From an optimization exercise on the open Yosys and OpenROAD flow, aimed at small area, a short achievable clock period and few clock cycles per item; shortcuts taken in it are not production practice.
In this exercise RTL edits were held to simulation tests only and were not proved equivalent to the original.
Power is estimated from default activity; no workload was simulated.

pepper:
## convsame
module convsame #(
    parameter MAXC = 16
) (
    input  wire               clk,
    input  wire               rst,           
    input  wire               kw_en,
    input  wire [4:0]         kw_addr,
    input  wire signed [15:0] kw_data,
    input  wire               start,
    input  wire [9:0]         cfg_len,       
    input  wire [2:0]         cfg_sps_m1,    
    input  wire [4:0]         cfg_half,      
    output wire               busy,
    input  wire               in_valid,
    output wire               in_ready,
    input  wire signed [15:0] in_re,
    input  wire signed [15:0] in_im,
    output wire               out_valid,
    input  wire               out_ready,
    output wire signed [15:0] out_re,
    output wire signed [15:0] out_im
);
    localparam W   = 2 * MAXC + 1;           
    localparam CTR = MAXC;                   
    localparam NU  = 5;                      
    localparam NS  = 4;                      
    localparam AW  = 38;                     
    localparam D   = 5;                      
    localparam [NU*NS*5-1:0] KTAB = {
        5'd14, 5'd11, 5'd9,  5'd0,           
        5'd31, 5'd10, 5'd4,  5'd3,           
        5'd16, 5'd13, 5'd7,  5'd2,           
        5'd31, 5'd12, 5'd6,  5'd1,           
        5'd31, 5'd15, 5'd8,  5'd5            
    };
    integer i;
    genvar u, j;
    reg signed [15:0] g [0:MAXC];
    reg busy_r;
    always @(posedge clk) begin
        if (kw_en && !busy_r && kw_addr <= MAXC)
            g[kw_addr] <= kw_data;
    end
    reg        init;                         
    reg [9:0]  in_rem;                       
    reg [9:0]  real_rem;                     
    reg [2:0]  sps_m1;
    reg [2:0]  phase;                        
    reg [MAXC:0] tapmask;                    
    reg [4:0]  lead;                         
    reg [12:0] iss_rem;                      
  ...
For scale: about 13000 cells after synthesis, ~110 I/O pins.
Settings: LEC_CHECK=0, CAP_MARGIN=20, CELL_PAD_IN_SITES_DETAIL_PLACEMENT=1, CELL_PAD_IN_SITES_GLOBAL_PLACEMENT=1, CORE_MARGIN=4, CORE_UTILIZATION=40, CTS_CLUSTER_DIAMETER=80, CTS_CLUSTER_SIZE=30, PLACE_DENSITY=0.5, SLEW_MARGIN=20; clock period 15.0 ns.
standard.sh (not shown) runs the stock make flow with config.mk's settings and CLKGATE_MAP_FILE= SYNTH_SCRIPT=/design/flow/synth_recipe.tcl, a recipe that flattens the netlist after the stock synthesis.
==> flow/flow/run.sh <==
#!/bin/bash
set -euo pipefail
export SETUP_SLACK_MARGIN=10.45
bash standard.sh > standard.log 2>&1
Testbench counts of pepper, summed over its fixed seeds: cycles 17,194, items 10,661.
> inputs changed (pepper -> xenon)
--- a/flow/design.v
+++ b/flow/design.v
@@ -63,22 +63,23 @@
     reg        ibuf_v;
     reg signed [15:0] ibuf_re, ibuf_im;
     reg [W-1:0] nz;                          
     reg signed [15:0] w_re [0:W-1];
     reg signed [15:0] w_im [0:W-1];
     reg [D-1:0] q_v;
     reg signed [15:0] q_re [0:D-1];
     reg signed [15:0] q_im [0:D-1];
     assign busy      = busy_r;
     assign out_valid = q_v[0];
-    assign out_re    = q_re[0];
-    assign out_im    = q_im[0];
+    reg signed [15:0] o_re, o_im;            
+    assign out_re    = o_re;
+    assign out_im    = o_im;
     wire pop       = q_v[0] && out_ready;
     reg  in_ready_r;
     assign in_ready = in_ready_r;
     reg  issuing_r;                          
     wire issuing   = issuing_r;
     wire can_start = issuing_r && !iss_mid;  
     wire [NU*NS-1:0] act;                    
     wire [NU*NS-1:0] pick;                   
     wire [NU*NS-1:0] left;                   
     generate
@@ -248,20 +249,35 @@
                 q_re[i] <= y_re;
                 q_im[i] <= y_im;
             end else if (pop && i < D - 1) begin
                 q_re[i] <= q_re[i+1];
                 q_im[i] <= q_im[i+1];
             end
         end
     end
     always @(posedge clk) begin
         if (rst) begin
+            o_re <= 16'sd0;
+            o_im <= 16'sd0;
+        end else if (slot[0]) begin
+            o_re <= y_re;
+            o_im <= y_im;
+        end else if (pop) begin
+            o_re <= q_re[1];
+            o_im <= q_im[1];
+        end else begin
+            o_re <= q_re[0];
+            o_im <= q_im[0];
+        end
+    end
+    always @(posedge clk) begin
+        if (rst) begin
             busy_r   <= 1'b0;
             init     <= 1'b0;
             ibuf_v   <= 1'b0;
             iss_mid  <= 1'b0;
             in_ready_r <= 1'b0;
             issuing_r  <= 1'b0;
             inflight <= 3'd0;
             credit   <= 1'b1;
             has_out  <= 1'b0;
             v0_last  <= 1'b0;
==> comparison <==
Power: xenon draws more than pepper. Of xenon and pepper, the lower number of cells produced by synthesis belongs to pepper. Delta (xenon minus pepper): depth of the critical timing path with buffers and inverters included grew by 1, per-instance average area after synthesis saw a decrease, final hold slack increased by 5.5 ps relative to the old numbers.
Testbench counts of xenon, summed over its fixed seeds: cycles 17,194, items 10,661.

[static timing again, ports no longer ideal]
The results above use ideal ports. As a check the final layouts listed here were re-extracted and re-timed, cells and wires unchanged. Step 1: set_driving_cell puts a clkbuf_16 on clk and a buf_2 on each other input, an assumption about the parent block. Step 2 also shifts input and output timing later by t, the mid clock arrival at the registers, as if the neighbouring blocks saw the same clock. Slacks: no drivers / after step 1 / after step 2; pairs: no drivers / after step 1.
run | t, ns | setup slack, ns | worst setup path after step 2 | latest minus earliest clock arrival (ns)
pepper | 1.042 | 10.234 / 10.234 / 9.550 | input to register | 0.113 / 0.113
xenon | 1.021 | 10.377 / 10.377 / 9.589 | input to register | 0.101 / 0.102
After both steps setup and hold are still met in every run listed. For xenon, which loses most, drivers alone change the setup slack by 0.000 ns; drivers and shift together by -0.788 ns.
